From an optimization exercise on the open Yosys and OpenROAD flow, aimed at small area; shortcuts taken in it are not production practice.
Function was checked by simulation only, so behaviour that the tests miss may differ from the original.
Power and IR drop assume default switching activity.

==> flow/design.v <==
module sfr_rx (
    input  wire        clk,
    input  wire        rst,
    input  wire        in_valid,
    input  wire [9:0]  in_cmd,
    output wire        out_valid,
    output wire [1:0]  out_kind,
    output wire [7:0]  out_byte,
    output wire [94:0] out_rec,
    output wire [15:0] ck_value
);
    localparam [7:0] START0 = 8'hA0;
    localparam [7:0] START1 = 8'hA2;
    localparam [7:0] END0   = 8'hB0;
    localparam [7:0] END1   = 8'hB3;
    reg        mode;    
    reg        x;       
    reg        eb, ee, ea;    
    reg [7:0]  pend_n;
    reg [16:0] n;
    reg [7:0]  lh_n, ll_n, rid_n, t1_n, t0_n;
    wire [7:0] pend = ~pend_n;
    wire [7:0] lh = ~lh_n, ll = ~ll_n, rid = ~rid_n, t1 = ~t1_n, t0 = ~t0_n;
    reg [14:0] racc;
    reg [14:0] tacc;
    wire [1:0] op   = in_cmd[9:8];
    wire [7:0] data = in_cmd[7:0];
    wire rxb   = in_valid & (op == 2'b00);
    wire flush = in_valid & (op == 2'b01);
    wire endm  = mode & x & (pend == END0) & (data == END1);
    wire entry = rxb & ~mode & x & (data == START1);
    wire conf  = rxb & mode & x & ~endm;
    wire runt  = ~|n[16:2];
    wire sat   = &n;
    always @(posedge clk) begin
        if (rst) begin
            mode <= 1'b0;
            x    <= 1'b0;
            eb   <= 1'b0;
            ee   <= 1'b0;
            ea   <= 1'b0;
        end else begin
            eb <= conf;
            ee <= rxb & endm;
            ea <= flush & mode;
            if (flush) begin
                mode <= 1'b0;
                x    <= 1'b0;
            end else if (rxb) begin
                if (!mode) begin
                    mode <= entry;
                    x    <= ~entry & (data == START0);
                end else if (endm) begin
                    mode <= 1'b0;
                    x    <= 1'b0;
                end else begin
                    x    <= 1'b1;
                end
            end
        end
    end
    always @(posedge clk) begin
        if (rxb) pend_n <= ~data;
        if (conf) begin
            t1_n <= t0_n;
            t0_n <= pend_n;
        end
        if (conf && n == 17'd2) begin
            lh_n  <= t1_n;
            ll_n  <= t0_n;
            rid_n <= pend_n;
        end
        racc <= (conf & runt) ? 15'd0 : racc + {7'd0, t1 & {8{conf}}};
        if (entry) n <= 17'd0;
        else if (conf && !sat) n <= n + 17'd1;
    end
    always @(posedge clk) begin
        if (rst) tacc <= 15'd0;
        else if (in_valid && op[1]) tacc <= op[0] ? tacc + {7'd0, data} : 15'd0;
    end
    wire [16:0] act_len  = {n[16:2] - 15'd1, n[1:0]};
    wire        len_err  = ({1'b0, lh, ll} != act_len);
    wire        chk_err  = ({t1, t0} != {1'b0, racc});
    wire        ok       = ~len_err & ~chk_err;
    wire        ge5      = ~runt & ~(n[16:2] == 15'd1 && n[1:0] == 2'd0);
    wire        g        = ee & ~runt;
    wire        gi       = g & ge5;
    assign out_rec = {
        g & ok,
        ee & (runt | chk_err),
        ee & (runt | len_err),
        ee & runt,
        gi & ok,
        {8{gi}} & rid,
        {16{g}} & {1'b0, racc},
        {16{g}} & {t1, t0},
        {16{g}} & {lh, ll},
        {17{g}} & act_len,
        {17{ee | ea}} & n
    };
    assign out_byte  = {8{eb}} & t0;
    assign out_valid = eb | ee | ea;
    assign out_kind  = {ea, ee};
    assign ck_value  = {1'b0, tacc};
endmodule
export LEC_CHECK = 0
export CAP_MARGIN = 20
export CORE_MARGIN = 2
export CORE_UTILIZATION = 40
export PLACE_DENSITY = 0.6
export SLEW_MARGIN = 20
create_clock -name core_clock -period 5.0 [get_ports {clk}]
standard.sh (not shown) runs the stock make flow with config.mk's settings and CLKGATE_MAP_FILE= SYNTH_SCRIPT=/design/flow/synth_recipe.tcl, a recipe that flattens the netlist after the stock synthesis.
==> flow/flow/run.sh <==
#!/bin/bash
# Standard layout, with the smallest buffer on each input and output port
# and a clock tree of small buffers without dummy loads.
set -euo pipefail
export BUFFER_PORTS_ARGS="-buffer_cell sky130_fd_sc_hd__buf_1"
export CTS_ARGS="-sink_clustering_enable -repair_clock_nets -dont_use_dummy_load -buf_list {sky130_fd_sc_hd__clkbuf_2 sky130_fd_sc_hd__clkbuf_4 sky130_fd_sc_hd__clkbuf_8}"
bash standard.sh finish > flow_standard.log 2>&1
The first run went through all stages and came out clean.
Next try:
==> flow/flow/run.sh (replaced) <==
#!/bin/bash
# Standard layout, with the smallest buffer on each input and output port.
set -euo pipefail
export BUFFER_PORTS_ARGS="-buffer_cell sky130_fd_sc_hd__buf_1"
bash standard.sh finish > flow_standard.log 2>&1
=>
- The changed run produced a clean layout
- power came out higher by about 21%
- register-to-register slack gets worse by 20 ps
- via count stays flat
- critical path depth is unchanged

==> port drivers added, routing unchanged <==
The results above use ideal ports. As a check the final layouts listed here were re-extracted and re-timed, cells and wires unchanged. Step 1, drivers: a clkbuf_16 drives clk and a buf_2 each remaining input, both assumed. Step 2, shift: input delay + t, output delay - t, t = (earliest + latest rising clock arrival at the registers) / 2. This alone moves slack from input paths to output paths. a / b / c = no drivers / after step 1 / after step 2; a / b = the first two.
run	t, ns	slack for setup (ns)	worst setup path after step 2
the first run	0.397	0.628 / 0.594 / 0.717	input to register
the second run	0.377	0.645 / 0.607 / 0.742	input to register
After both steps setup and hold are still met in every run listed.
